Context: an optimization exercise on an open-source flow, tuned for small area, a short achievable clock period and few clock cycles. The choices shown serve that exercise and are no tape-out recipe. Only simulation tests tie the RTL to the original design; equivalence was not proved. Power is estimated from default activity; no workload was simulated.

[flow/config.mk]
export PLATFORM = sky130hd
export DESIGN_NAME = lcs_diff
export DESIGN_NICKNAME = lcs_diff
export VERILOG_FILES = /design/flow/design.v
export SDC_FILE = /design/flow/constraint.sdc
export NUM_CORES = 4
export LEC_CHECK = 0
export CAP_MARGIN = 30
export CORE_MARGIN = 2
export CORE_UTILIZATION = 40
export SLEW_MARGIN = 40
[flow/constraint.sdc]
create_clock -name core_clock -period 11.0 [get_ports {clk}]
set_input_delay 2.2000 -clock core_clock [delete_from_list [all_inputs] [get_ports {clk}]]
set_output_delay 2.2000 -clock core_clock [all_outputs]
set_load 0.01 [all_outputs]
[flow/design.v]
module lcs_diff #(
    parameter N  = 16,
    parameter TW = 8
) (
    input  wire              clk,
    input  wire              rst,
    input  wire              cmd_valid,
    output wire              cmd_ready,
    input  wire [4:0]        a_len,
    input  wire [4:0]        b_len,
    input  wire [N*TW-1:0]   a_toks,
    input  wire [N*TW-1:0]   b_toks,
    output wire              out_valid,
    input  wire              out_ready,
    output wire [1:0]        out_op,
    output wire [3:0]        out_idx,
    output wire [4:0]        out_len
);
    localparam OP_REM  = 2'd0;
    localparam OP_ADD  = 2'd1;
    localparam OP_KEEP = 2'd2;
    localparam OP_END  = 2'd3;
    localparam E_IDLE = 3'd0;
    localparam E_DP   = 3'd2;
    localparam E_TB   = 3'd3;
    localparam E_EMB  = 3'd4;
    localparam E_DONE = 3'd5;
    localparam E_POST = 3'd6;    
    localparam P_UP1  = 2'd0;
    localparam P_DOWN = 2'd1;
    localparam P_UP2  = 2'd2;
    integer q;
    function [15:0] smear_dn(input [15:0] x);
        reg [15:0] y;
        begin
            y = x;
            y = y | (y >> 1);
            y = y | (y >> 2);
            y = y | (y >> 4);
            y = y | (y >> 8);
            smear_dn = y;
        end
    endfunction
    function [15:0] smear_up(input [15:0] x);
        reg [15:0] y;
        begin
            y = x;
            y = y | (y << 1);
            y = y | (y << 2);
            y = y | (y << 4);
            y = y | (y << 8);
            smear_up = y;
        end
    endfunction
    function himatch(input [15:0] c, input [15:0] mm);
        reg [7:0] a1, m1;
        reg [3:0] a2, m2;
        reg [1:0] a3, m3;
        integer k;
        begin
            for (k = 0; k < 8; k = k + 1) begin
                a1[k] = c[2*k+1] | c[2*k];
                m1[k] = c[2*k+1] ? mm[2*k+1] : (c[2*k] & mm[2*k]);
            end
            for (k = 0; k < 4; k = k + 1) begin
                a2[k] = a1[2*k+1] | a1[2*k];
                m2[k] = a1[2*k+1] ? m1[2*k+1] : m1[2*k];
            end
            for (k = 0; k < 2; k = k + 1) begin
                a3[k] = a2[2*k+1] | a2[2*k];
                m3[k] = a2[2*k+1] ? m2[2*k+1] : m2[2*k];
            end
            himatch = a3[1] ? m3[1] : m3[0];
        end
    endfunction
    function [15:0] lowest(input [15:0] x);
        reg [15:0] z;
        begin
            z = smear_up(x);
            lowest = z & ~(z << 1);
        end
    endfunction
    function [3:0] enc16(input [15:0] x);    
        begin
            enc16[0] = |(x & 16'haaaa);
            enc16[1] = |(x & 16'hcccc);
            enc16[2] = |(x & 16'hf0f0);
            enc16[3] = |(x & 16'hff00);
        end
    endfunction
    function [15:0] dp_row(input [15:0] v, input [15:0] mm);
        reg [15:0] u, gg, pp, cc;
        begin
            u  = v & mm;
            gg = u;                  
            pp = v & ~u;             
            gg = gg | (pp & (gg << 1));  pp = pp & (pp << 1);
            gg = gg | (pp & (gg << 2));  pp = pp & (pp << 2);
            gg = gg | (pp & (gg << 4));  pp = pp & (pp << 4);
            gg = gg | (pp & (gg << 8));
            cc = gg << 1;            
            dp_row = ((v & ~u) ^ cc) | (v & ~mm);
        end
    endfunction
    wire [TW-1:0] A [0:N-1];
    wire [TW-1:0] B [0:N-1];
    genvar g;
    generate
        for (g = 0; g < N; g = g + 1) begin : g_tok
            assign A[g] = a_toks[g*TW +: TW];
            assign B[g] = b_toks[g*TW +: TW];
        end
    endgenerate
    reg [2:0]    e_st;
    reg [2:0]    e_st_n;
    reg [4:0]    m_r, n_r;
    reg          o_r;            
    reg [2:0]    pm1;            
    reg [2:0]    ptr;            
    reg [1:0]    pst;
    reg [2:0]    ptr_d1, ptr_d2, ptr_d3;
    reg          u_first, u_last;    
    reg          t_first, t_last;    
    reg          dum_r;              
    reg [TW-1:0] asel0, asel1;
    reg          av1;
    reg [15:0]   M0, M1;         
    reg [15:0]   Md0, Md1;       
    reg [15:0]   Dr1r;           
    reg [15:0]   V;
    reg [15:0]   vst [0:8];
    reg [15:0]   T, X, Y, ycol, GB;
    reg          fail;
    reg [15:0]   PA_e, qthr;
    reg          w_busy;         
    reg          e_pend;         
    reg [4:0]    e_len;
    reg [15:0]   PAs, QBs;       
    reg [15:0]   Xr, sX;         
    reg [3:0]    xidx;           
    reg          hx, hx2;        
    reg [3:0]    w_i, w_j;
    reg [4:0]    a_rem, b_rem;
    reg [4:0]    w_L;
    reg          ov_r;
    reg [1:0]    op_r;
    reg [3:0]    idx_r;
    reg [4:0]    len_r;
    reg          crdy_r;
    reg          is_post;
    assign cmd_ready = crdy_r & ~(is_post & fail);
    assign out_valid = ov_r;
    assign out_op    = op_r;
    assign out_idx   = idx_r;
    assign out_len   = len_r;
    wire handoff = cmd_valid & cmd_ready;
    wire       idle  = (e_st == E_IDLE);
    wire       le2   = (a_len[4:2] == 3'd0) && (a_len[1:0] != 2'd3);    
    wire       le4   = (a_len[4:3] == 2'd0) && (a_len[2:0] <= 3'd4);    
    wire [2:0] pe    = idle ? {2'b00, ~le2} : ptr;
    wire [TW-1:0] sel0 = idle ? (le2 ? A[0] : A[2]) : A[{ptr, 1'b0}];
    wire [TW-1:0] sel1 = idle ? (le2 ? A[1] : A[3]) : A[{ptr, 1'b1}];
    wire [3:0] p_cur   = (a_len + 5'd1) >> 1;
    wire [2:0] pm1_cur = p_cur[2:0] - 3'd1;
    wire       sv1     = idle ? !(a_len == 5'd1 || a_len == 5'd3) : !(o_r && ptr == pm1);
    reg  [2:0] ptr_n;
    reg  [1:0] pst_n;
    always @(*) begin
        ptr_n = ptr;
        pst_n = pst;
        if (!cmd_valid || cmd_ready) begin
            ptr_n = 3'd0;
            pst_n = P_UP1;
        end else if (idle) begin
            ptr_n = le2 ? 3'd1 : le4 ? 3'd0 : 3'd2;
            pst_n = le2 ? P_UP2 : le4 ? P_DOWN : P_UP1;
        end else begin
            case (pst)
            P_UP1:  if (ptr == pm1) begin pst_n = P_DOWN; ptr_n = ptr - 3'd1; end
                    else ptr_n = ptr + 3'd1;
            P_DOWN: if (ptr == 3'd0)    pst_n = P_UP2;  else ptr_n = ptr - 3'd1;
            default: if (ptr != 3'd7) ptr_n = ptr + 3'd1;
            endcase
        end
    end
    reg [15:0] cmp0, cmp1;
    always @(*) begin
        for (q = 0; q < N; q = q + 1) begin
            cmp0[q] = idle ? (B[q] == A[0]) : (B[q] == asel0);
            cmp1[q] = idle ? (B[q] == A[1]) & (a_len != 5'd1) : (B[q] == asel1) & av1;
        end
    end
    wire [15:0] V1 = dp_row(V,  M0);
    wire [15:0] V2 = dp_row(V1, M1);
    wire [15:0] Dr2 = ~vst[0] | {16{dum}};
    wire [15:0] Dr1 = Dr1r;
    wire        dum = dum_r;                      
    wire [15:0] c1  = (Md1 | Dr2) & T;
    wire [15:0] S1  = smear_dn(c1);
    wire [15:0] H1  = S1 & ~(S1 >> 1);
    wire        d1  = himatch(c1, Md1);
    wire        f1  = d1 ? |(GB & ~S1) : |(Md1 & ycol);
    wire [15:0] GB1 = d1 ? (Md1 & (S1 >> 1)) : GB;
    wire [15:0] yc1 = d1 ? H1 : ycol;
    wire [15:0] ti2 = dum ? T : (S1 >> 1);
    wire [15:0] c2  = (Md0 | Dr1) & ti2;
    wire [15:0] S2s = smear_dn(c2);
    wire [15:0] H2s = S2s & ~(S2s >> 1);
    wire        sc2 = d1 | dum;
    wire [15:0] S2  = sc2 ? S2s : S1;
    wire [15:0] H2  = sc2 ? H2s : H1;
    wire        d2  = sc2 ? himatch(c2, Md0) : |(H1 & Md0);
    wire [15:0] T2  = d2 ? (S2 >> 1) : S2;
    wire        f2  = d2 ? |(GB1 & ~S2) : |(Md0 & yc1);
    wire [15:0] GB2 = d2 ? (Md0 & (S2 >> 1)) : GB1;
    wire [15:0] yc2 = d2 ? H2 : yc1;
    wire [15:0] oh0 = 16'd1 << {ptr_d3, 1'b0};    
    wire [15:0] oh1 = 16'd1 << {ptr_d3, 1'b1};    
    wire        tb_last   = t_first;
    wire        tb_fail_n = fail | f1 | f2;
    wire        tb_pass   = !tb_fail_n && (GB2 == 16'd0);
    wire [15:0] yr   = Y & qthr;
    wire [15:0] ey1  = lowest(yr);
    wire [15:0] ey1b = lowest(yr & ~ey1);
    wire        h1   = |(Md0 & ey1);
    wire [15:0] z1   = smear_up(Md0 & qthr);
    wire [15:0] l1   = z1 & ~(z1 << 1);
    wire [15:0] qt1  = h1 ? (z1 << 1) : qthr;
    wire [15:0] Y1   = h1 ? ((Y & ~ey1) | l1) : Y;
    wire [15:0] ey2  = h1 ? ey1b : ey1;
    wire        h2   = |(Md1 & ey2);
    wire [15:0] z2   = smear_up(Md1 & qt1);
    wire [15:0] l2   = z2 & ~(z2 << 1);
    wire [15:0] qt2  = h2 ? (z2 << 1) : qt1;
    wire [15:0] Y2   = h2 ? ((Y1 & ~ey2) | l2) : Y1;
    wire        emb_end = t_last || ((Y & qthr) == 16'd0);
    always @(*) begin
        e_st_n = e_st;
        case (e_st)
        E_IDLE: if (cmd_valid)
                    e_st_n = (a_len == 5'd0 || b_len == 5'd0) ? E_DONE : E_DP;
        E_DP:   if (u_last) e_st_n = E_TB;
        E_TB:   if (tb_last) e_st_n = E_POST;
        E_POST: if (fail) e_st_n = emb_end ? E_DONE : E_EMB;
                else      e_st_n = handoff ? E_IDLE : E_DONE;
        E_EMB:  if (emb_end) e_st_n = E_DONE;
        E_DONE: if (handoff) e_st_n = E_IDLE;
        default: e_st_n = E_IDLE;
        endcase
        if (!cmd_valid) e_st_n = E_IDLE;
    end
    always @(posedge clk) begin
        asel0  <= sel0;
        asel1  <= sel1;
        av1    <= sv1;
        M0     <= cmp0;
        M1     <= cmp1;
        Md0    <= M0;
        Md1    <= M1;
        Dr1r   <= ~dp_row((e_st == E_DP) ? vst[0] : vst[2], M0);
        ptr_d3 <= ptr_d2;
        t_first <= u_first;
        t_last  <= u_last;
        dum_r   <= o_r && u_last;
        ptr_d1 <= pe;
        ptr_d2 <= idle ? 3'd0 : ptr_d1;
        u_first <= idle ? 1'b1 : (ptr_d1 == 3'd0);
        u_last  <= idle ? le2  : (ptr_d1 == pm1);
        if (idle || e_st == E_DP) begin
            vst[0] <= idle ? 16'hffff : V2;
            for (q = 1; q < 9; q = q + 1) vst[q] <= vst[q-1];
        end else begin
            for (q = 0; q < 8; q = q + 1) vst[q] <= vst[q+1];
        end
        case (e_st)
        E_IDLE: begin
            m_r   <= a_len;
            n_r   <= b_len;
            o_r   <= a_len[0];
            pm1   <= pm1_cur;
            V     <= 16'hffff;
            T     <= ~(16'hffff << b_len);
            X     <= 16'd0;
            Y     <= 16'd0;
            fail  <= 1'b0;
            GB    <= 16'd0;
            ycol  <= 16'd0;
            PA_e  <= 16'd0;
            qthr  <= 16'hffff;
        end
        E_DP: begin
            V <= V2;
        end
        E_TB: begin
            T    <= T2;
            X    <= X | (d1 ? oh1 : 16'd0) | (d2 ? oh0 : 16'd0);
            Y    <= Y | (d1 ? H1 : 16'd0) | (d2 ? H2 : 16'd0);
            fail <= tb_last ? !tb_pass : tb_fail_n;
            GB   <= GB2;
            ycol <= yc2;
        end
        E_EMB, E_POST: if (e_st == E_EMB || fail) begin
            PA_e <= PA_e | (h1 ? oh0 : 16'd0) | (h2 ? oh1 : 16'd0);
            qthr <= qt2;
            Y    <= Y2;
        end
        default: ;
        endcase
    end
    wire        a_nz = (a_rem != 5'd0);
    wire        b_nz = (b_rem != 5'd0);
    reg  [1:0]  r_op;
    reg  [3:0]  r_idx;
    always @(*) begin
        if (hx) begin
            if (!PAs[0])      begin r_op = OP_REM;  r_idx = w_i;  end
            else if (!QBs[0]) begin r_op = OP_ADD;  r_idx = w_j;  end
            else              begin r_op = OP_KEEP; r_idx = xidx; end
        end else if (a_nz) begin r_op = OP_REM; r_idx = w_i; end
        else if (b_nz)     begin r_op = OP_ADD; r_idx = w_j; end
        else               begin r_op = OP_END; r_idx = 4'd0; end
    end
    wire        r_keep = hx & PAs[0] & QBs[0];
    wire        adv_i  = hx ? (~PAs[0] | QBs[0]) : a_nz;    
    wire        adv_jk = hx ? PAs[0] : (~a_nz & b_nz);      
    wire        hx_n   = r_keep ? hx2 : hx;
    wire        anz_n  = adv_i ? (a_rem != 5'd1) : a_nz;
    wire        bnz_n  = adv_jk ? (b_rem != 5'd1) : b_nz;
    wire        last   = !hx_n && !anz_n && !bnz_n;
    wire [15:0] sxl    = lowest(sX);
    wire [15:0] exl    = lowest(X);
    wire [15:0] ex2    = X & ~exl;
    wire load_out = !ov_r || out_ready;
    wire w_step   = load_out && !e_pend && w_busy;
    wire w_free_n = w_busy ? (w_step && (last || r_op == OP_END)) : !handoff;
    always @(posedge clk) begin
        if (crdy_r) begin
            PAs   <= fail ? PA_e : X;
            QBs   <= Y;
            Xr    <= X;
            sX    <= ex2;
            xidx  <= enc16(exl);
            hx    <= (X != 16'd0);
            hx2   <= (ex2 != 16'd0);
            w_i   <= 4'd0;
            w_j   <= 4'd0;
            a_rem <= m_r;
            b_rem <= n_r;
            w_L   <= 5'd0;
        end else if (w_step) begin
            if (adv_i) begin
                PAs   <= PAs >> 1;
                w_i   <= w_i + 4'd1;
                a_rem <= a_rem - 5'd1;
            end
            if (adv_jk) begin
                QBs   <= QBs >> 1;
                w_j   <= w_j + 4'd1;
                b_rem <= b_rem - 5'd1;
            end
            if (r_keep) begin
                Xr   <= sX;
                sX   <= sX & ~sxl;
                xidx <= enc16(sxl);
                hx   <= hx2;
                hx2  <= ((sX & ~sxl) != 16'd0);
                w_L  <= w_L + 5'd1;
            end
        end
        if (load_out) begin
            if (e_pend) begin
                op_r  <= OP_END;
                idx_r <= 4'd0;
                len_r <= e_len;
            end else begin
                op_r  <= r_op;
                idx_r <= r_idx;
                len_r <= w_L;
            end
        end
        if (w_step && last && r_op != OP_END)
            e_len <= w_L + {4'd0, r_keep};
        if (rst) begin
            e_st   <= E_IDLE;
            ptr    <= 3'd0;
            pst    <= P_UP1;
            w_busy <= 1'b0;
            e_pend <= 1'b0;
            ov_r   <= 1'b0;
            crdy_r <= 1'b0;
            is_post <= 1'b0;
        end else begin
            e_st   <= e_st_n;
            ptr    <= ptr_n;
            pst    <= pst_n;
            w_busy <= !w_free_n;
            if (load_out) ov_r <= e_pend || w_busy;
            if (load_out && e_pend)
                e_pend <= 1'b0;
            else if (w_step && last && r_op != OP_END)
                e_pend <= 1'b1;
            crdy_r <= (e_st_n == E_DONE || e_st_n == E_POST) && w_free_n;
            is_post <= (e_st_n == E_POST);
        end
    end
endmodule
[flow/flow/run.sh]
#!/bin/bash
set -euo pipefail
bash standard.sh SETUP_SLACK_MARGIN=7 'BUFFER_PORTS_ARGS=-buffer_cell sky130_fd_sc_hd__buf_1' finish > make_finish.log 2>&1
[flow/standard.sh]
#!/bin/bash
# synth_recipe.tcl (not shown) runs the flow's synth.tcl, then flattens the netlist and writes it again
# the make line also repeats each setting of config.mk as NAME=value (left out here)
make -C /OpenROAD-flow-scripts/flow DESIGN_CONFIG=/design/flow/config.mk WORK_HOME=/design/flow/orfs CLKGATE_MAP_FILE= SYNTH_SCRIPT=/design/flow/synth_recipe.tcl "${@:-finish}"
==> reports/qor.yml, run 1 <==
status: "complete, no violations"
cts-htree-levels: 2
cts_tree: "built"
cp.arrival_ns: 4.40
synthCells: 3361
p_int_mw: 3.69
cts_made_buffers: 55
sw_frac_of_total_pct: 31.0
numPortBuffers: 282
crit_type: "reg2reg"
setup_viol_count_final: 0
fin_crit_ns: 4.04
nets: 4000
crit_top_cell: "buf_12"
path_cells: "buf_12 -> or3b_1 -> and2_1 -> a2111oi_1 -> o32a_4 -> o21ai_4 -> buf_12 -> buf_12 -> nor4_1 -> a21oi_1 -> and2_4 -> buf_12 -> a221oi_4 -> o32ai_2 -> a31o_2"
start_util_pct: 40.3
synth_area_sq_um: 31100
antenna_found_initial: 11
tightest_slew_ns: 0.871
ios: 283
pwr-share-comb_pct: 24.3
yosysWarningCount: 2
drv_cap: 0
route.detailed.drc: 0
worstPathMaxFanout: 16
synth_edf_count: 237
switching_power_mw: 1.66
vdd_ir_drop_max_uv: 132
grt_pass1_vias: 26900
std_cell_rows: 102
slew_headroom_pct: 41.6
drive_gt1_share_pct: 15.9
core_sq_um: 77200
start_kind: "register"
viasPerCell: 5.92
rsz0062_at_grt: "yes"
leakage_nw: 13.7
synth_area_leader_cell: "edfxtp_1"
max_stage_delay_ns: 0.47
cts_root_buf: "clkbuf_16"
drv_slew: 0
first_pass_iters: 9
grt.total_usage_pct: 25.6
yosysTopAreaCellShare_pct: 22.9
die-width_microns: 283
slowest_stage: "a2111oi_1"
holdCritPathClass: "reg2reg"
yosys-top-cells-count: "xor2_1, nand2_1, nor2_1, dfxtp_1, edfxtp_1"
clk_pin_slew_ns: 0.06
endpoint_kind: "register"
regMostFlops: "vst"
dp_hpwl_mm: 75.4
yosysSeqAreaShare_pct: 39.9
avgSynthCellArea_sq_um: 9.27
drt_iter0_markers: 3342
clkLatencyLatePin_ns: 0.63
largest_reg_flops: 144
grt_max_degree: 86
grt_pass1_wl_mm: 163
dieArea_sq_um: 80100
area_growth_pct: 18.7
fin_skew_ns: 0.0359
ys_seq_elements: 502
power_frac_seq_pct: 39.1
ant_nets: 0
fin_util_pct: 47.9
synth_async_sr_flop_share_pct: 0
min_period_over_period_pct: 36.7
synth.most_common_cell: "xor2_1"
clkSinkCount: 502
drt-total-wl_mm: 108
ys.flop_type: "dfxtp_1"
max_freq_mhz: 248
powerDensity_nw_per_um2: 145
setup_tns_ns: 0
overflow: 0
cts_buffer_depth: 3
synth_area_leaders: "edfxtp_1, dfxtp_1, xor2_1, mux2_2, nand2_1"
gp_congestion: 0.972
synthDistinctLibCells: 91
vias: 28200
synth_nets: 3690
cp.required_ns: 11.36
die_h_microns: 283
finalHoldViolations: 0
wl_per_cell_microns: 22.6
clkPwrFrac_pct: 36.6
-- path summary, 6_finish.rpt --
| kind | from | endpoint | slack [ns] | cells after the start |
|---|---|---|---|---|
| hold / removal | u_first$_SDFF_PP1_ | t_first$_DFF_P_ | 0.33 | 0 |
| hold reg to reg | u_first$_SDFF_PP1_ | t_first$_DFF_P_ | 0.33 | 0 |
| setup / recovery | dum_r$_DFF_P_ | Y[12]$_SDFFCE_PN0P_ | 6.96 | 15 |
| setup reg to reg | dum_r$_DFF_P_ | Y[12]$_SDFFCE_PN0P_ | 6.96 | 15 |
-- cells in the final DEF (no fill, tap or decap), types with 11 or more instances in the layout --
cell type / n
o21ai_1: 11
nor3_1: 44
dfxtp_1: 255
nor2b_1: 17
a221oi_1: 18
and2_1: 41
nand2_1: 288
a22oi_1: 20
buf_4: 147
inv_1: 75
a21oi_1: 178
clkbuf_16: 62
buf_12: 11
or2_2: 40
mux2i_1: 53
o22ai_1: 18
a221o_1: 22
xor2_1: 310
or3_1: 16
nand4_1: 93
nand2b_1: 41
a31oi_1: 38
a21o_1: 31
a222oi_1: 37
and3_1: 30
o31ai_1: 46
o21ai_0: 110
a211oi_1: 20
o211ai_1: 19
clkinv_2: 11
xnor2_1: 105
nor2_1: 271
mux2_2: 142
nor4_1: 50
ha_1: 57
o21a_1: 34
edfxtp_1: 237
nand3_1: 77
buf_1: 282
-- metal layers --
metal	up-vias	wire, microns	global-route usage (%)
li1	13000	-	-
met4	8	4370	9.79
met3	262	9720	4.65
met2	1366	47200	39.4
met1	13600	46500	35.5
met5	-	49	0
-- worst max-delay path: cells and delay by family, from the launching register on --
family          cells  cell delay (ns)
compound gates      7             1.69
simple gates        4             1.13
buf+inv             4             0.58
flops               1             0.35
-- final cells by class --
class	instances	area, sq um
diodes	6	15.0
clock buffers	76	1650
clock inverters	28	310
fillers	7356	40300
inverters	77	290
multi-input cells	2574	18200
flip-flops and latches	502	12400
well taps	1040	1300
repair buffers	461	2750
-- power groups by stage --
stage	registers (mW)	logic (mW)	clock network, mW
6_report	2.09	1.30	1.96
5_1_grt	2.10	1.37	2.06
4_1_cts	2.09	1.16	1.99
3_5_place_dp	2.13	1.03	0
3_3_place_gp	2.13	1.03	0
2_1_floorplan	2.09	0.735	0
-- cell families after synthesis --
group / synth area share (%)
flip-flops: 39.9
AO/OA/AOI/OAI: 17.5
adder cells (fa/ha/maj): 2.63
AND/OR/NAND/NOR: 17.2
buffers and inverters: 3.61
multiplexers: 7.41
XOR/XNOR: 11.7
-- metrics by stage --
step	setup WS (ns)	hold slack [ns]	std cells	power, mW	area [sq um]
after global routing	6.83	0.331	4762	5.53	37000
after global placement	5.70	0.311	4535	3.16	33200
after floorplan	7.09	0.310	3361	2.82	31100
final	6.96	0.326	4764	5.34	37000
after detailed placement	5.67	0.314	4537	3.16	33300
after CTS	6.97	0.328	4692	5.24	36100
-- repair_timing --
action,4_1_cts,5_1_grt
gates resized for setup,86,74
gates cloned,10,3
hold buffers,0,0
buffers inserted,41,63
setup endpoints to repair,105,94
pin swaps,17,37
Testbench counts, summed over its fixed seeds: cycles 7,338.
==> inputs of run 2 (changes only) <==
--- a/flow/config.mk
+++ b/flow/config.mk
@@ -8,4 +8,5 @@
 export CAP_MARGIN = 30
 export CORE_MARGIN = 2
 export CORE_UTILIZATION = 40
+export CTS_BUF_LIST = sky130_fd_sc_hd__clkbuf_4 sky130_fd_sc_hd__clkbuf_8
 export SLEW_MARGIN = 40
==> run 2 against run 1 <==
Non-clock buffer count is 14 higher. Clock power is 5% lower. First-iteration DRC count is 0.90% higher. Fmax is 0.61% higher. Largest cell class unchanged. Critical endpoint is now fail$_DFFE_PP_. Highest routed layer unchanged. Sequential share of layout area is 0.20 points lower.
==> reports/qor.yml, run 2 <==
status: "complete, no violations"
vias: 28500
drv_cap: 0
drive_gt1_share_pct: 18.1
cts_buffer_depth: 3
synth_simple_gate_area_share_pct: 17.2
grt_pass1_wl_mm: 163
first_pass_iters: 7
dp_hpwl_mm: 75.4
cts_made_buffers: 85
grt_pass1_vias: 27200
ys_seq_elements: 502
std_cell_rows: 102
grt.total_usage_pct: 25.7
cts_root_buf: "clkbuf_8"
vdd_ir_drop_max_uv: 91.4
crit_type: "reg2reg"
setup_viol_count_final: 0
viasPerCell: 5.90
ctsHoldBuffers: 0
avgSynthCellArea_sq_um: 9.27
yosysWarningCount: 2
clkPwrFrac_pct: 35.3
clkLatencyLatePin_ns: 0.72
min_period_over_period_pct: 36.5
switching_power_mw: 1.69
fill_cells: 7362
power_frac_seq_pct: 39.5
leakage_nw: 13.8
synth_top_family_by_area: "compound AO/OA/AOI/OAI gates"
route.detailed.drc: 0
die_h_microns: 283
drt_iter0_markers: 3372
ys.flop_type: "dfxtp_1"
overflow: 0
clkSinkCount: 502
synth_compound_area_share_pct: 17.5
ios: 283
area_growth_pct: 19.4
synth_area_leader_cell: "edfxtp_1"
place_area_sq_um: 33300
cts-htree-levels: 3
drv_slew: 0
synth_xor_xnor_area_share_pct: 11.7
powerDensity_nw_per_um2: 142
muxShareOfSynthArea_pct: 7.41
core_sq_um: 77200
synthAdderAreaFrac_pct: 2.63
dieArea_sq_um: 80100
synth_async_sr_flop_share_pct: 0
gp_congestion: 0.972
p_int_mw: 3.60
rsz0062_at_grt: "yes"
yosysTopAreaCellShare_pct: 22.9
drt-total-wl_mm: 109
cp.required_ns: 11.45
setup_tns_ns: 0
yosysSeqAreaShare_pct: 39.9
synthDistinctLibCells: 91
synth.most_common_cell: "xor2_1"
ant_nets: 0
clk_pin_slew_ns: 0.07
tightest_slew_ns: 0.859
antenna_found_initial: 12
synthCells: 3361
numPortBuffers: 282
start_kind: "register"
sw_frac_of_total_pct: 31.9
max_freq_mhz: 249
fin_crit_ns: 4.01
synth_nets: 3690
layout_common_cells: "xor2_1, nand2_1, buf_1"
yosys-top-cells-count: "xor2_1, nand2_1, nor2_1, dfxtp_1, edfxtp_1"
pwr-share-comb_pct: 25.2
nets: 4044
synth_area_leaders: "edfxtp_1, dfxtp_1, xor2_1, mux2_2, nand2_1"
wl_per_cell_microns: 22.6
endpoint_kind: "register"
finalHoldViolations: 0
post-route-cell-area_sq_um: 37200
holdCritPathClass: "reg2reg"
grt_max_degree: 86
worstPathMaxFanout: 14
cts_tree: "built"
regMostFlops: "vst"
synth_edf_count: 237
largest_reg_flops: 144
start_util_pct: 40.3
final_common_cell: "xor2_1"
fin_skew_ns: 0.0628
die-width_microns: 283
cp.arrival_ns: 4.46
slew_headroom_pct: 42.7
synth_area_sq_um: 31100
-- run 2: stage by stage --
| stage | std cells | hold slack [ns] | total power [mW] | utilization, % | setup slack, ns |
|---|---|---|---|---|---|
| after floorplan | 3361 | 0.310 | 2.82 | - | 7.09 |
| after global placement | 4535 | 0.311 | 3.16 | 43.0 | 5.70 |
| after detailed placement | 4537 | 0.314 | 3.16 | 43.1 | 5.67 |
| after CTS | 4742 | 0.330 | 5.13 | 46.6 | 6.96 |
| after global routing | 4830 | 0.333 | 5.49 | 48.1 | 6.87 |
| final | 4831 | 0.328 | 5.29 | 48.1 | 6.99 |
-- run 2: power groups by stage --
stage                     Sequential (mW)  Combinational (mW)  Clock [mW]
after floorplan                      2.09               0.735           0
after global placement               2.13                1.03           0
after detailed placement             2.13                1.03           0
after CTS                            2.09                1.14        1.90
after global routing                 2.10                1.41        1.98
final                                2.09                1.33        1.87
-- run 2: logic make-up after synthesis --
kind of cell / Yosys count
mux: 212
compound gates: 784
flops: 502
xor+xnor: 416
simple gates: 1093
buf+inv: 287
fa+ha+maj: 67
-- run 2: final timing paths --
kind         cells after the start                from  slack [ns]               to
min reg2reg                      0  u_first$_SDFF_PP1_        0.33  t_first$_DFF_P_
min                              0  u_first$_SDFF_PP1_        0.33  t_first$_DFF_P_
max reg2reg                     13       dum_r$_DFF_P_        6.99   fail$_DFFE_PP_
max                             13       dum_r$_DFF_P_        6.99   fail$_DFFE_PP_
-- run 2: area by class of cell --
type	count	area (sq um)	share of cell area (%)
multi-input combinational	2574	18300	49.2
clock inverter	20	199	0.535
tap	1040	1300	3.50
timing repair buffer	475	2900	7.79
inverter	77	290	0.781
clock buffer	137	1730	4.65
antenna	6	15.0	0.0404
sequential	502	12400	33.5
-- run 2: what timing repair did --
action | CTS | global route
pin swaps | 23 | 48
cloned | 8 | 9
resized for setup | 85 | 104
buffers inserted | 40 | 74
endpoints found under the setup margin | 105 | 103
-- run 2: layer usage --
metal | track usage [%] | vias up | wire [microns] | share of wire [%]
met3 | 5.02 | 280 | 10400 | 9.5
li1 | - | 13100 | - | -
met1 | 35.5 | 13600 | 46400 | 42
met4 | 10.8 | 8 | 4760 | 4.4
met5 | 0 | - | 49 | 0.045
met2 | 39.4 | 1498 | 47800 | 44
-- run 2: critical path, stage by stage, from the launching register on --
cell       delay (ns)
dfxtp_4          0.35
buf_12           0.14
or3b_4           0.41
and2_1           0.21
a2111oi_0        0.52
o32a_4           0.36
o21ai_4          0.10
buf_12           0.14
buf_4            0.17
a2111oi_0        0.46
a41oi_1          0.12
a2111oi_0        0.41
nand4_1          0.15
a31o_1           0.22
==> inputs of run 3 (changes only) <==
--- a/flow/config.mk
+++ b/flow/config.mk
@@ -7,6 +7,5 @@
 export LEC_CHECK = 0
 export CAP_MARGIN = 30
 export CORE_MARGIN = 2
-export CORE_UTILIZATION = 40
-export CTS_BUF_LIST = sky130_fd_sc_hd__clkbuf_4 sky130_fd_sc_hd__clkbuf_8
+export CORE_UTILIZATION = 55
 export SLEW_MARGIN = 40
==> run 3 against run 2 <==
Still clean. Cell area down 0.89%. Sequential cell count did not move. Fmax rose by 0.20%. Synthesized cell count is the same. Register-to-register slack barely moved. Combinational power barely moved. Critical endpoint is now qthr[1]$_SDFFCE_PN1P_.
==> reports/qor.yml, run 3 <==
fin_skew_ns: 0.0312
cp.arrival_ns: 4.38
synth_async_sr_flop_share_pct: 0
grt_pass1_wl_mm: 165
multi_input_area_sq_um: 18300
largest_reg_flops: 144
route.detailed.drc: 0
nets: 4019
gp_congestion: 0.984
regMostFlops: "vst"
min_period_over_period_pct: 36.4
vdd_ir_drop_max_uv: 138
max_stage_delay_ns: 0.66
startpoint: "Md0[14]$_DFF_P_"
reg2reg_slack_ns: 7.00
setup_tns_ns: 0
r2r_start: "Md0[14]$_DFF_P_"
drv_cap: 0
dieArea_sq_um: 58500
max_freq_mhz: 250
drt-total-wl_mm: 112
slew_headroom_pct: 39.7
grt_pass1_vias: 27800
place_area_sq_um: 32800
overflow: 0
numPortBuffers: 282
clk_pin_slew_ns: 0.06
viasPerCell: 6.50
fin_crit_ns: 4.00
antenna_found_initial: 13
setup_viol_count_final: 0
slowest_stage: "dfxtp_1"
ant_nets: 0
endpoint: "qthr[1]$_SDFFCE_PN1P_"
yosysSeqAreaShare_pct: 39.9
wl_per_cell_microns: 24.8
yosysWarningCount: 2
drive_gt1_share_pct: 16.8
switching_power_mw: 1.66
leakage_nw: 13.8
synth.most_common_cell: "xor2_1"
holdCritPathClass: "reg2reg"
yosysTopAreaCellShare_pct: 22.9
synthDistinctLibCells: 91
worstPathMaxFanout: 10
pwr-share-comb_pct: 24.7
grt_max_degree: 89
sw_frac_of_total_pct: 31.4
clkPwrFrac_pct: 35.9
fill_cells: 4615
die_h_microns: 242
cts_buffer_depth: 3
grt.total_usage_pct: 35.8
path_cells: "a32o_1 -> a41oi_1 -> o21ai_0 -> and2_4 -> nor3_4 -> buf_6 -> buf_12 -> mux2i_1 -> nor4_2 -> nand4_1 -> or4_4 -> buf_12 -> mux2i_1 -> a211o_1"
start_kind: "register"
powerDensity_nw_per_um2: 144
drv_slew: 0
start_util_pct: 55.4
yosys-top-cells-count: "xor2_1, nand2_1, nor2_1, dfxtp_1, edfxtp_1"
die-width_microns: 242
area_growth_pct: 18.3
drt_iter0_markers: 3598
ios: 283
cts_tree: "built"
synth_area_leader_cell: "edfxtp_1"
synthCells: 3361
endpoint_kind: "register"
finalHoldViolations: 0
power_frac_seq_pct: 39.3
ys_seq_elements: 502
p_total_mw: 5.31
synth_nets: 3690
rr_worst_depth: 14
status: "complete, no violations"
first_pass_iters: 10
ys.flop_type: "dfxtp_1"
clkLatencyLatePin_ns: 0.63
crit_type: "reg2reg"
rsz0062_at_grt: "yes"
seq_area_sq_um: 12400
avgSynthCellArea_sq_um: 9.27
dp_hpwl_mm: 77.1
clkSinkCount: 502
std_cell_rows: 87
synth_edf_count: 237
vias: 29200
cts_made_buffers: 53
p_int_mw: 3.65
core_sq_um: 56200
layout_common_cells: "xor2_1, nand2_1, buf_1"
regToRegEndpoint: "qthr[1]$_SDFFCE_PN1P_"
cp.required_ns: 11.37
cts-htree-levels: 2
synth_area_leaders: "edfxtp_1, dfxtp_1, xor2_1, mux2_2, nand2_1"
post-route-cell-area_sq_um: 36800
cts_root_buf: "clkbuf_16"
tightest_slew_ns: 0.896
synth_area_sq_um: 31100
final_common_cell: "xor2_1"
## run 3: kinds of logic (layout without fill, tap and decap cells)
group                      after synthesis  count (layout)  synth area share [%]
muxes                                  212             212                  7.41
and+or+nand+nor                       1093            1094                  17.2
AOI/OAI and AO/OA                      784             785                  17.5
adders and majority gates               67              67                  2.63
DFF                                    502             502                  39.9
buffers and inverters                  287             658                  3.61
other                                    0               9                     0
xor gates and xnor gates               416             416                  11.7
## run 3: critical path, delay by kind of cell, from the launching register on
family	cells	cell delay, ns
buffers and inverters	3	0.44
AOI/OAI and AO/OA	4	1.02
muxes	2	0.24
and+or+nand+nor	5	1.39
DFF	1	0.66
## run 3: how the worst min path moves through the flow
stage	from	depth (start not counted)	end
after floorplan	ptr_d2[0]$_SDFF_PP0_	0	ptr_d3[0]$_DFF_P_
final	ptr_d2[2]$_SDFF_PP0_	0	ptr_d3[2]$_DFF_P_
after global routing	ptr_d2[2]$_SDFF_PP0_	0	ptr_d3[2]$_DFF_P_
after CTS	ptr_d2[2]$_SDFF_PP0_	0	ptr_d3[2]$_DFF_P_
after detailed placement	ptr_d2[2]$_SDFF_PP0_	0	ptr_d3[2]$_DFF_P_
after global placement	u_first$_SDFF_PP1_	0	t_first$_DFF_P_
## run 3: power by group through the flow
stage / clock (mW) / sequential, mW / combinational [mW]
after floorplan: 0 / 2.09 / 0.735
after global placement: 0 / 2.12 / 1.02
after detailed placement: 0 / 2.13 / 1.03
after CTS: 1.92 / 2.08 / 1.13
after global routing: 1.99 / 2.09 / 1.38
final: 1.91 / 2.09 / 1.31
## run 3: what timing repair did
item	4_1_cts	5_1_grt
hold buffers	0	0
endpoints found under the setup margin	107	73
buffers inserted	47	84
cloned	6	8
pin swaps	12	48
resized for setup	76	111
## run 3: routing by layer
| layer | routed length [microns] | share of wire [%] | GRT usage (%) |
|---|---|---|---|
| met5 | 60 | 0.054 | 0 |
| met2 | 49900 | 45 | 55.9 |
| met4 | 5470 | 4.9 | 16.0 |
| met1 | 45100 | 40 | 48.3 |
| met3 | 11100 | 9.9 | 6.82 |
## run 3: area by class of cell
class	count	area share [%]
clock buffers	69	3.87
well taps	756	2.57
diodes	9	0.0611
clock inverters	30	1.14
inverters	77	0.798
repair buffers	482	8.07
multi-input cells	2574	49.7
flip-flops and latches	502	33.8
## run 3: through the flow
step	hold slack, ns	setup slack (ns)	instances	util (%)
floorplan	0.310	7.09	3361	-
detailed placement	0.313	5.68	4246	58.5
CTS	0.328	6.98	4398	63.3
finish	0.328	7.00	4499	65.6
global placement	0.311	5.74	4246	58.4
global route	0.330	6.92	4496	65.6
==> inputs of run 4 (changes only) <==
--- a/flow/config.mk
+++ b/flow/config.mk
@@ -5,7 +5,8 @@
 export SDC_FILE = /design/flow/constraint.sdc
 export NUM_CORES = 4
 export LEC_CHECK = 0
+export ABC_AREA = 1
 export CAP_MARGIN = 30
 export CORE_MARGIN = 2
-export CORE_UTILIZATION = 55
+export CORE_UTILIZATION = 40
 export SLEW_MARGIN = 40
==> run 4 against run 3 <==
Clock skew increased by 0.029 ns. Sequential cell count unchanged. Wire length decreased by 6.6%. Critical path depth decreased by 5. Non-clock buffer count decreased by 142. Fmax increased by 2.6%. Cell area decreased by 2.4%. Die area increased by 39%. Clock-buffer cell count increased by 2. Via count increased by 2.1%. Critical path type is now in2reg. Largest cell class unchanged.
==> reports/qor.yml, run 4 <==
status: "complete, no violations"
endpoint_kind: "register"
drt-total-wl_mm: 104
power_frac_seq_pct: 38.8
cts_made_buffers: 55
rr_worst_depth: 22
pwr-share-comb_pct: 26.8
synth_nets: 4494
area_growth_pct: 14.0
tightest_slew_ns: 0.816
std_cell_rows: 102
fin_skew_ns: 0.0606
cts_tree: "built"
yosys-top-cells-count: "nand2_1, inv_1, nor2_1, dfxtp_1, o21ai_0"
max_stage_delay_ns: 0.66
grt.total_usage_pct: 24.8
route.detailed.drc: 0
powerDensity_nw_per_um2: 164
dp_hpwl_mm: 77.3
synthDistinctLibCells: 69
cts-htree-levels: 2
switching_power_mw: 1.99
cp.arrival_ns: 4.36
yosysWarningCount: 2
rsz0062_at_grt: "yes"
gp_congestion: 0.951
p_total_mw: 5.89
holdPathEnd: "ptr_d3[1]$_DFF_P_"
holdPathStages: 0
ys.flop_type: "dfxtp_1"
worstPathMaxFanout: 10
path_cells: "buf_1 -> nor2_1 -> inv_1 -> nor2_1 -> nand2_1 -> nand2_1 -> clkinv_1 -> nand3_1 -> o41ai_1"
leakage_nw: 15.2
dieArea_sq_um: 81100
ys_seq_elements: 502
synth_edf_count: 237
yosysSeqAreaShare_pct: 39.4
die-width_microns: 285
setup_tns_ns: 0
finalHoldViolations: 0
startpoint: "a_len[3]"
place_area_sq_um: 33600
synth_area_leader_cell: "edfxtp_1"
vias: 29800
dp.cells: 5367
largest_reg_flops: 144
avgSynthCellArea_sq_um: 7.58
ant_nets: 0
grt_pass1_wl_mm: 160
start_kind: "input pin"
drive_gt1_share_pct: 8.11
p_int_mw: 3.90
synth.most_common_cell: "nand2_1"
cts_buffer_depth: 3
regToRegEndpoint: "Y[14]$_SDFFCE_PN0P_"
clkSinkCount: 502
max_freq_mhz: 256
wl_per_cell_microns: 19.0
post-route-cell-area_sq_um: 36000
synth_area_leaders: "edfxtp_1, dfxtp_1, nand2_1, inv_1, nor2_1"
synthCells: 4165
fin_crit_ns: 3.90
crit_type: "in2reg"
core_sq_um: 77700
cp.required_ns: 11.46
reg2reg_slack_ns: 7.17
vdd_ir_drop_max_uv: 132
drv_slew: 0
finalNonFillerCells: 5495
viasPerCell: 5.43
setup_viol_count_final: 0
slowest_stage: "clkinv_1"
yosysTopAreaCellShare_pct: 22.6
cts_root_buf: "clkbuf_16"
ios: 283
clkPwrFrac_pct: 34.4
holdCritPathClass: "reg2reg"
first_pass_iters: 8
grt_max_degree: 86
overflow: 0
synth_async_sr_flop_share_pct: 0
clk_pin_slew_ns: 0.06
synth_area_sq_um: 31600
r2r_start: "qthr[0]$_SDFFCE_PN1P_"
min_from: "ptr_d2[1]$_SDFF_PP0_"
die_h_microns: 285
start_util_pct: 40.6
antenna_found_initial: 3
sw_frac_of_total_pct: 33.7
nets: 4734
final_common_cell: "nand2_1"
min_period_over_period_pct: 35.5
layout_common_cells: "nand2_1, inv_1, nor2_1"
drt_iter0_markers: 2999
slew_headroom_pct: 45.6
drv_cap: 0
numPortBuffers: 282
regMostFlops: "vst"
clkLatencyLatePin_ns: 0.65
grt_pass1_vias: 28000
## run 4: worst max-delay path by stage
stage | endpoint | slack, ns
3_5_place_dp | T[14]$_DFFE_PP_ | 5.82
4_1_cts | fail$_DFFE_PP_ | 6.95
3_3_place_gp | fail$_DFFE_PP_ | 5.89
2_1_floorplan | QBs[0]$_DFFE_PP_ | 7.02
6_report | M1[6]$_DFF_P_ | 7.10
5_1_grt | fail$_DFFE_PP_ | 6.98
## run 4: cell families after synthesis
family                   share of synthesized area, %
AO/OA/AOI/OAI                                    13.9
AND/OR/NAND/NOR                                  25.4
flip-flops                                       39.4
buffers and inverters                            8.29
XOR/XNOR                                         7.97
multiplexers                                     2.68
adder cells (fa/ha/maj)                          2.34
## run 4: area by class of cell
cell class / count / area [sq um]
timing repair inverter: 1 / 8.76
fill: 7828 / 41800
multi-input combinational: 3004 / 16700
antenna: 3 / 7.51
clock buffer: 71 / 1590
timing repair buffer: 340 / 1540
sequential: 502 / 12400
tap: 1040 / 1300
inverter: 501 / 1910
clock inverter: 33 / 434
## run 4: critical path, delay by kind of cell
kind / cells / cell delay [ns]
buffers and inverters: 3 / 0.82
AO/OA/AOI/OAI: 1 / 0.16
AND/OR/NAND/NOR: 5 / 1.16
## run 4: timing repair
item,4_1_cts,5_1_grt
cloned,3,4
buffers inserted,3,11
pin swaps,2,5
setup endpoints to repair,129,121
hold buffers,0,0
gates resized for setup,11,19
## run 4: routing by layer
metal | routed length [microns] | GRT usage (%)
met5 | 12 | 0
met4 | 3610 | 8.30
met1 | 46100 | 35.1
met2 | 46000 | 38.6
met3 | 8540 | 3.62
## run 4: power groups by stage
stage               logic [mW]  registers (mW)  clock network [mW]
finish                    1.58            2.29                2.03
global route              1.72            2.31                2.13
CTS                       1.52            2.29                2.06
detailed placement        1.48            2.32                   0
global placement          1.49            2.32                   0
floorplan                 1.09            2.28                   0
## run 4: metrics by stage
step	worst slack, ns	hold WS (ns)	utilization, %
floorplan	7.02	0.310	-
global placement	5.89	0.312	43.2
detailed placement	5.82	0.312	43.2
CTS	6.95	0.327	45.9
global route	6.98	0.337	46.3
finish	7.10	0.328	46.3
==> inputs of run 5 (changes only) <==
==> flow/flow/run.sh (replaced) <==
#!/bin/bash
set -euo pipefail
bash standard.sh SETUP_SLACK_MARGIN=6.5 'BUFFER_PORTS_ARGS=-buffer_cell sky130_fd_sc_hd__buf_1' finish > make_finish.log 2>&1
--- a/flow/config.mk
+++ b/flow/config.mk
@@ -5,7 +5,6 @@
 export SDC_FILE = /design/flow/constraint.sdc
 export NUM_CORES = 4
 export LEC_CHECK = 0
-export ABC_AREA = 1
 export CAP_MARGIN = 30
 export CORE_MARGIN = 2
 export CORE_UTILIZATION = 40
==> run 5 against run 4 <==
Clock skew fell by 0.025 ns. Die area fell by 1.3%. Via count fell by 7.5%. Clock power fell by 3%. Critical path type is now reg2reg. Highest routed layer unchanged.
==> reports/qor.yml, run 5 <==
rsz0062_at_grt: "yes"
start_util_pct: 40.3
largest_reg_flops: 144
cp.required_ns: 11.37
finalHoldViolations: 0
clkPwrFrac_pct: 37.9
dieArea_sq_um: 80100
holdCritPathClass: "reg2reg"
leakage_nw: 13.0
switching_power_mw: 1.59
yosysSeqAreaShare_pct: 39.9
grt_max_degree: 86
powerDensity_nw_per_um2: 145
avgSynthCellArea_sq_um: 9.27
slew_headroom_pct: 41.7
grt.total_usage_pct: 25.0
wl_per_cell_microns: 22.3
cts_buffer_depth: 3
dp.cells: 4537
sw_frac_of_total_pct: 30.9
drv_slew: 0
setup_viol_count_final: 0
setup_tns_ns: 0
synth_area_sq_um: 31100
drive_gt1_share_pct: 12.5
yosysWarningCount: 2
core_sq_um: 77200
ios: 283
die_h_microns: 283
cts_tree: "built"
nets: 3917
clkLatencyLatePin_ns: 0.63
tightest_slew_ns: 0.874
fin_crit_ns: 4.31
antenna_found_initial: 10
synth_area_leader_cell: "edfxtp_1"
cts_made_buffers: 55
synth_async_sr_flop_share_pct: 0
vdd_ir_drop_max_uv: 132
max_freq_mhz: 232
synth_area_leaders: "edfxtp_1, dfxtp_1, xor2_1, mux2_2, nand2_1"
dp_hpwl_mm: 75.4
min_from: "u_first$_SDFF_PP1_"
gp_congestion: 0.972
synth_edf_count: 237
fin_skew_ns: 0.0359
layout_common_cells: "xor2_1, nand2_1, buf_1"
cts_root_buf: "clkbuf_16"
vias: 27600
route.detailed.drc: 0
endpoint_kind: "register"
finalNonFillerCells: 4681
ys.flop_type: "dfxtp_1"
crit_type: "reg2reg"
yosys-top-cells-count: "xor2_1, nand2_1, nor2_1, dfxtp_1, edfxtp_1"
cp.arrival_ns: 4.68
fill_cells: 7476
pwr-share-comb_pct: 21.6
synth.most_common_cell: "xor2_1"
drt-total-wl_mm: 104
std_cell_rows: 102
area_growth_pct: 14.6
min_period_over_period_pct: 39.2
numPortBuffers: 282
status: "complete, no violations"
overflow: 0
start_kind: "register"
viasPerCell: 5.90
ant_nets: 0
seq_area_sq_um: 12400
synth_nets: 3690
grt_pass1_wl_mm: 159
startpoint: "dum_r$_DFF_P_"
die-width_microns: 283
yosysTopAreaCellShare_pct: 22.9
ctsHoldBuffers: 0
regMostFlops: "vst"
power_frac_seq_pct: 40.5
multi_input_area_sq_um: 17800
final_common_cell: "xor2_1"
synthDistinctLibCells: 91
clkSinkCount: 502
p_int_mw: 3.57
grt_pass1_vias: 26500
first_pass_iters: 9
synthCells: 3361
clk_pin_slew_ns: 0.06
drt_iter0_markers: 3103
worstPathMaxFanout: 53
drv_cap: 0
ys_seq_elements: 502
cts-htree-levels: 2
r2r_start: "dum_r$_DFF_P_"
-- run 5: metal layers --
metal / global-route usage [%] / wire (microns)
met1: 35.2 / 46400
met2: 38.3 / 45400
met3: 4.15 / 8650
met4: 9.30 / 3890
met5: 0 / 35
-- run 5: power groups by stage --
stage	sequential [mW]	clock (mW)	combinational (mW)
finish	2.09	1.96	1.12
global placement	2.13	0	1.03
global route	2.10	2.06	1.19
floorplan	2.09	0	0.735
CTS	2.09	1.99	1.07
detailed placement	2.13	0	1.03
-- run 5: critical path: stages (launching register included) --
cell,delay (ns)
dfxtp_2,0.31
buf_6,0.20
or3b_1,0.47
a222oi_1,0.42
buf_2,0.21
nand2_2,0.10
o32a_4,0.46
o21ai_4,0.28
mux2i_1,0.42
nor2_1,0.11
or4_1,0.59
nor3_2,0.13
nand4_1,0.11
a31o_1,0.22
-- run 5: cell families (layout without fill, tap and decap cells) --
kind of cell | Yosys count | count (layout) | synth area share [%]
AO/OA/AOI/OAI | 784 | 785 | 17.5
other | 0 | 6 | 0
flip-flops | 502 | 502 | 39.9
XOR/XNOR | 416 | 416 | 11.7
AND/OR/NAND/NOR | 1093 | 1094 | 17.2
buffers and inverters | 287 | 559 | 3.61
adder cells (fa/ha/maj) | 67 | 67 | 2.63
multiplexers | 212 | 212 | 7.41
-- run 5: timing repair --
action                                  CTS  global route
pin swaps                                 8            10
endpoints found under the setup margin   98            61
buffers inserted                         12            19
gates resized for setup                  25            24
gates cloned                              2             1
-- run 5: cell type report --
type	instances	share of cell area, %
tap	1040	3.65
clock inverter	28	0.869
antenna	6	0.0421
clock buffer	76	4.63
inverter	77	0.813
multi-input combinational	2574	50.0
timing repair buffer	378	5.17
sequential	502	34.8
-- run 5: final timing paths --
path	to	slack, ns	depth (start not counted)
max reg2reg	fail$_DFFE_PP_	6.69	13
min reg2reg	t_first$_DFF_P_	0.33	0
max	fail$_DFFE_PP_	6.69	13
min	t_first$_DFF_P_	0.33	0
-- run 5: per-stage QoR --
step / cell area, sq um / hold WS, ns / power [mW] / util, % / setup slack [ns]
3_3_place_gp: 33200 / 0.311 / 3.16 / 43.0 / 5.70
6_report: 35700 / 0.325 / 5.16 / 46.2 / 6.69
5_1_grt: 35700 / 0.331 / 5.35 / 46.2 / 6.48
4_1_cts: 35400 / 0.328 / 5.15 / 45.9 / 6.51
3_5_place_dp: 33300 / 0.314 / 3.16 / 43.1 / 5.67
2_1_floorplan: 31100 / 0.310 / 2.82 / - / 7.09
==> inputs of run 6 (changes only) <==
==> flow/flow/run.sh (replaced) <==
#!/bin/bash
set -euo pipefail
bash standard.sh SETUP_SLACK_MARGIN=7.4 'BUFFER_PORTS_ARGS=-buffer_cell sky130_fd_sc_hd__buf_1' finish > make_finish.log 2>&1
--- a/flow/config.mk
+++ b/flow/config.mk
@@ -5,6 +5,7 @@
 export SDC_FILE = /design/flow/constraint.sdc
 export NUM_CORES = 4
 export LEC_CHECK = 0
+export ABC_AREA = 1
 export CAP_MARGIN = 30
 export CORE_MARGIN = 2
 export CORE_UTILIZATION = 40
==> run 6 against run 5 <==
Critical path depth shrank 10. Via count grew 10%. Synthesized area grew 1.3%. Combinational power grew 54%. Sequential power grew 9.6%. Setup slack gained 0.51 ns. Wire length grew 3.1%. Final cell count grew 19%. Sequential share of layout area shrank 1.2 points. Clock skew grew 0.017 ns. Hold slack gained 0.018 ns. Critical path type is now reg2out. Highest routed layer unchanged.
==> reports/qor.yml, run 6 <==
vias: 30400
clkLatencyLatePin_ns: 0.65
cts-htree-levels: 2
drv_cap: 0
grt_pass1_wl_mm: 164
ios: 283
std_cell_rows: 102
synth_async_sr_flop_share_pct: 0
max_stage_delay_ns: 0.44
die_h_microns: 285
route.detailed.drc: 0
leakage_nw: 15.6
fill_cells: 7766
endpoint_kind: "output pin"
numPortBuffers: 282
drt-total-wl_mm: 108
slowest_stage: "edfxtp_1"
fin_skew_ns: 0.0527
max_freq_mhz: 263
cp.arrival_ns: 1.60
final_common_cell: "nand2_1"
drt_iter0_markers: 3287
synth_area_sq_um: 31600
antenna_found_initial: 9
cp.required_ns: 8.80
cts_tree: "built"
vdd_ir_drop_max_uv: 134
overflow: 0
yosysTopAreaCellShare_pct: 22.6
synth_area_leader_cell: "edfxtp_1"
viasPerCell: 5.48
first_pass_iters: 9
crit_type: "reg2out"
dp.cells: 5366
gp_congestion: 0.975
setup_tns_ns: 0
largest_reg_flops: 144
powerDensity_nw_per_um2: 160
dieArea_sq_um: 81100
holdCritPathClass: "reg2reg"
synth_nets: 4494
finalNonFillerCells: 5552
slew_headroom_pct: 38.2
yosys-top-cells-count: "nand2_1, inv_1, nor2_1, dfxtp_1, o21ai_0"
synthCells: 4165
cts_buffer_depth: 3
reg2reg_slack_ns: 7.47
wl_per_cell_microns: 19.4
cts_root_buf: "clkbuf_16"
clk_pin_slew_ns: 0.06
cts_made_buffers: 54
rsz0062_at_grt: "yes"
grt_max_degree: 100
start_util_pct: 40.6
synth.most_common_cell: "nand2_1"
min_period_over_period_pct: 34.6
area_growth_pct: 16.9
finalHoldViolations: 0
drive_gt1_share_pct: 10.9
nets: 4793
die-width_microns: 285
grt.total_usage_pct: 25.4
core_sq_um: 77700
setup_viol_count_final: 0
yosysWarningCount: 2
tightest_slew_ns: 0.919
synthDistinctLibCells: 69
synth_edf_count: 237
regMostFlops: "vst"
start_kind: "register"
status: "complete, no violations"
ant_nets: 0
worstPathMaxFanout: 2
clkSinkCount: 502
yosysSeqAreaShare_pct: 39.4
dp_hpwl_mm: 77.2
fin_crit_ns: 3.80
drv_slew: 0
ys_seq_elements: 502
ys.flop_type: "dfxtp_1"
layout_common_cells: "nand2_1, inv_1, nor2_1"
avgSynthCellArea_sq_um: 7.58
synth_area_leaders: "edfxtp_1, dfxtp_1, nand2_1, inv_1, nor2_1"
grt_pass1_vias: 28500
path_cells: "buf_12 -> a21oi_4 -> buf_6"
## run 6: cell count changes after synthesis, sizes merged, moves of 58 or more
cell	change
xor2	-157
mux2	-71
nand3	+159
nand2	+660
mux2i	-66
nor2	+152
o22ai	+58
inv	+418
o21ai	+134
## run 6: power breakdown
part           total, mW  internal, mW  switching [mW]
clock network       1.90          1.10           0.800
logic               1.73         0.576            1.16
registers           2.29          2.18           0.110
total               5.91          3.85            2.07
## run 6: worst max-delay path: cells and delay by family (launching register included)
family / cells / cell delay (ns)
AO/OA/AOI/OAI: 1 / 0.24
buffers and inverters: 2 / 0.32
flip-flops: 1 / 0.44
## run 6: stage by stage
step / hold slack (ns) / area [sq um] / util, % / power [mW] / setup slack (ns)
after CTS: 0.344 / 36200 / 46.5 / 5.85 / 7.20
after floorplan: 0.310 / 31600 / - / 3.37 / 7.41
after global routing: 0.349 / 36900 / 47.5 / 6.19 / 7.15
final: 0.344 / 36900 / 47.5 / 5.91 / 7.20
after detailed placement: 0.329 / 33600 / 43.2 / 3.81 / 5.54
after global placement: 0.324 / 33600 / 43.2 / 3.80 / 5.74
## run 6: cell families after synthesis
family / share of synthesized area [%]
adder cells (fa/ha/maj): 2.34
AO/OA/AOI/OAI: 13.9
multiplexers: 2.68
buffers and inverters: 8.29
XOR/XNOR: 7.97
flip-flops: 39.4
AND/OR/NAND/NOR: 25.4
## run 6: metal layers
layer / wire (microns) / GRT usage (%) / vias to the layer above
met2: 48200 / 40.5 / 1370
met4: 3720 / 8.26 / 10
met1: 45900 / 34.6 / 14200
met3: 9670 / 4.70 / 234
met5: 65 / 0 / -
li1: - / - / 14600
## run 6: worst paths after layout
kind,from,endpoint,depth (start not counted)
worst max-delay path,fail$_DFFE_PP_,cmd_ready,3
worst min-delay path,u_first$_SDFF_PP1_,t_first$_DFF_P_,0
worst max register to register,Y[1]$_SDFFCE_PN0P_,Y[15]$_SDFFCE_PN0P_,23
worst min register to register,u_first$_SDFF_PP1_,t_first$_DFF_P_,0
## run 6: layout make-up
type	instances	area, sq um	share of cell area [%]
diodes	3	7.51	0.0203
flip-flops and latches	502	12400	33.7
inverters	501	1940	5.26
well taps	1040	1300	3.53
multi-input cells	3009	17200	46.5
clock buffers	75	1610	4.35
clock inverters	26	259	0.702
repair buffers	396	2200	5.95
## run 6: repair_timing
| action | 4_1_cts | 5_1_grt |
|---|---|---|
| buffers inserted | 32 | 36 |
| setup endpoints to repair | 109 | 126 |
| cloned | 12 | 2 |
| hold buffers | 0 | 0 |
| pin swaps | 17 | 54 |
| resized for setup | 51 | 105 |
==> inputs of run 7 (changes only) <==
==> flow/flow/run.sh (replaced) <==
#!/bin/bash
set -euo pipefail
bash standard.sh SETUP_SLACK_MARGIN=7.8 'BUFFER_PORTS_ARGS=-buffer_cell sky130_fd_sc_hd__buf_1' finish > make_finish.log 2>&1
==> run 7 against run 6 <==
Register-to-register slack about the same. Die area unchanged. Clock power increased by 7%. Setup slack got worse by 0.0027 ns.
==> reports/qor.yml, run 7 <==
status: "complete, no violations"
first_pass_iters: 8
ctsHoldBuffers: 0
sw_frac_of_total_pct: 35.2
synth_nets: 4494
start_util_pct: 40.6
ant_nets: 0
switching_power_mw: 2.25
clkLatencyLatePin_ns: 0.64
viasPerCell: 5.58
rr_worst_depth: 22
crit_type: "reg2out"
start_kind: "register"
slew_headroom_pct: 44.8
cts_tree: "built"
avgSynthCellArea_sq_um: 7.58
p_int_mw: 4.13
antenna_found_initial: 10
finalHoldViolations: 0
setup_tns_ns: 0
yosysTopAreaCellShare_pct: 22.6
pwr-share-comb_pct: 32.0
r2r_start: "Y[1]$_SDFFCE_PN0P_"
endpoint_kind: "output pin"
max_freq_mhz: 263
regToRegEndpoint: "qthr[7]$_SDFFCE_PN1P_"
drt_iter0_markers: 3439
synth_area_leader_cell: "edfxtp_1"
drv_slew: 0
cts_made_buffers: 58
grt.total_usage_pct: 26.4
reg2reg_slack_ns: 7.46
setup_viol_count_final: 0
yosys-top-cells-count: "nand2_1, inv_1, nor2_1, dfxtp_1, o21ai_0"
grt_pass1_wl_mm: 170
die_h_microns: 285
final_common_cell: "nand2_1"
cts-htree-levels: 2
worstPathMaxFanout: 2
tightest_slew_ns: 0.821
vias: 31700
leakage_nw: 16.8
yosysSeqAreaShare_pct: 39.4
fin_skew_ns: 0.0269
drv_cap: 0
endpoint: "cmd_ready"
overflow: 0
cp.arrival_ns: 1.60
dp_hpwl_mm: 77.5
synth_async_sr_flop_share_pct: 0
place_area_sq_um: 33800
cts_buffer_depth: 3
min_period_over_period_pct: 34.6
holdCritPathClass: "reg2reg"
drive_gt1_share_pct: 18.7
post-route-cell-area_sq_um: 39700
clkPwrFrac_pct: 32.1
clkSinkCount: 502
powerDensity_nw_per_um2: 161
synthCells: 4165
ios: 283
synthDistinctLibCells: 69
ys.flop_type: "dfxtp_1"
wl_per_cell_microns: 19.9
ys_seq_elements: 502
synth_area_leaders: "edfxtp_1, dfxtp_1, nand2_1, inv_1, nor2_1"
fin_hold_ws_ns: 0.327
clk_pin_slew_ns: 0.07
core_sq_um: 77700
std_cell_rows: 102
cts_root_buf: "clkbuf_16"
numPortBuffers: 282
die-width_microns: 285
route.detailed.drc: 0
synth_edf_count: 237
rsz0062_at_grt: "yes"
regMostFlops: "vst"
power_frac_seq_pct: 35.9
fin_crit_ns: 3.80
startpoint: "fail$_DFFE_PP_"
dieArea_sq_um: 81100
cp.required_ns: 8.80
vdd_ir_drop_max_uv: 133
area_growth_pct: 25.7
largest_reg_flops: 144
drt-total-wl_mm: 113
synth.most_common_cell: "nand2_1"
holdPathStages: 0
layout_common_cells: "nand2_1, inv_1, nor2_1"
yosysWarningCount: 2
grt_pass1_vias: 29900
synth_area_sq_um: 31600
nets: 4911
grt_max_degree: 101
gp_congestion: 0.968
[run 7: stage by stage]
step           setup slack, ns  total power [mW]  util, %  std cells
4_1_cts                   7.16              6.16     49.3       5617
5_1_grt                   7.17              6.64     51.0       5678
3_3_place_gp              5.73              3.80     43.5       5358
6_report                  7.20              6.38     51.0       5680
3_5_place_dp              5.53              3.81     43.5       5359
2_1_floorplan             7.63              3.39        -       4165
[run 7: area by class of cell]
class,instances,area [sq um]
inverter,501,1990
antenna,8,20.0
clock inverter,31,272
timing repair inverter,5,48.8
fill,7429,38100
tap,1040,1300
sequential,502,12400
timing repair buffer,504,3370
multi-input combinational,3010,18400
clock buffer,79,1780
[run 7: how the worst min path moves through the flow]
stage,endpoint,start
floorplan,ptr_d3[0]$_DFF_P_,ptr_d2[0]$_SDFF_PP0_
detailed placement,ptr_d3[1]$_DFF_P_,ptr_d2[1]$_SDFF_PP0_
global placement,ptr_d3[1]$_DFF_P_,ptr_d2[1]$_SDFF_PP0_
global route,ptr_d3[1]$_DFF_P_,ptr_d2[1]$_SDFF_PP0_
finish,ptr_d3[1]$_DFF_P_,ptr_d2[1]$_SDFF_PP0_
CTS,ptr_d3[1]$_DFF_P_,ptr_d2[1]$_SDFF_PP0_
[run 7: power groups by stage]
stage                     logic [mW]  registers [mW]  clock network [mW]
after global routing            2.18            2.31                2.15
after detailed placement        1.49            2.32                   0
after floorplan                 1.11            2.28                   0
final                           2.04            2.29                2.04
after global placement          1.48            2.32                   0
after CTS                       1.79            2.29                2.08
[run 7: critical path, cell delays in order, from the launching register on]
cell and delay [ns]:
edfxtp_1 0.43, buf_12 0.16, a21oi_4 0.22, buf_6 0.15
[run 7: metal layers]
layer	GRT usage, %	wire, microns	vias up
li1	-	-	14900
met1	35.9	47500	14800
met4	9.57	4810	6
met3	3.98	9870	317
met2	42.6	51000	1670
met5	0	41	-
[run 7: logic make-up after synthesis]
kind of cell	after synthesis	synth area share, %
AOI/OAI and AO/OA	734	13.9
buffers and inverters	665	8.29
DFF	502	39.4
muxes	75	2.68
adders and majority gates	59	2.34
and+or+nand+nor	1843	25.4
xor gates and xnor gates	287	7.97
[run 7: repair_timing]
action | 4_1_cts | 5_1_grt
setup endpoints to repair | 156 | 129
resized for setup | 267 | 234
cloned | 20 | 4
pin swaps | 96 | 106
setup buffers | 128 | 51
endpoints found under the hold margin | 0 | 0

-- separate check: timing with driven ports --
Ports are ideal in the flow. The routed layouts listed here were re-timed in OpenROAD. Step 1 sets driving cells, clkbuf_16 on the clock port and buf_2 on the other inputs (assumed; they add their load-dependent delay and slew). Step 2 moves the port delays by t, midway between the first and last clock arrival at a register: inputs arrive t later, outputs are due t later. That takes back most of the time a late clock gives input paths. Three values: no drivers, after step 1, after step 2; two values: the first two.
run | shift t [ns] | setup slack, ns | worst setup path at the end | latest minus earliest clock arrival (ns) | cell pins on the clock port's net
run 1 | 0.674 | 6.963 / 6.963 / 6.499 | input to register | 0.036 / 0.037 | 1
run 2 | 0.747 | 6.988 / 6.988 / 6.460 | input to register | 0.068 / 0.068 | 1
run 3 | 0.682 | 6.996 / 6.996 / 6.383 | input to register | 0.032 / 0.031 | 1
run 4 | 0.683 | 7.096 / 7.107 / 6.425 | input to register | 0.061 / 0.061 | 1
run 5 | 0.676 | 6.690 / 6.690 / 6.466 | input to register | 0.037 / 0.037 | 1
run 6 | 0.692 | 7.198 / 7.130 / 6.942 | input to register | 0.054 / 0.053 | 1
run 7 | 0.695 | 7.196 / 7.127 / 7.122 | input to register | 0.027 / 0.027 | 1
After both steps setup and hold are still met in every run listed. For run 4, which loses most, drivers alone change the setup slack by +0.011 ns; drivers and shift together by -0.671 ns.
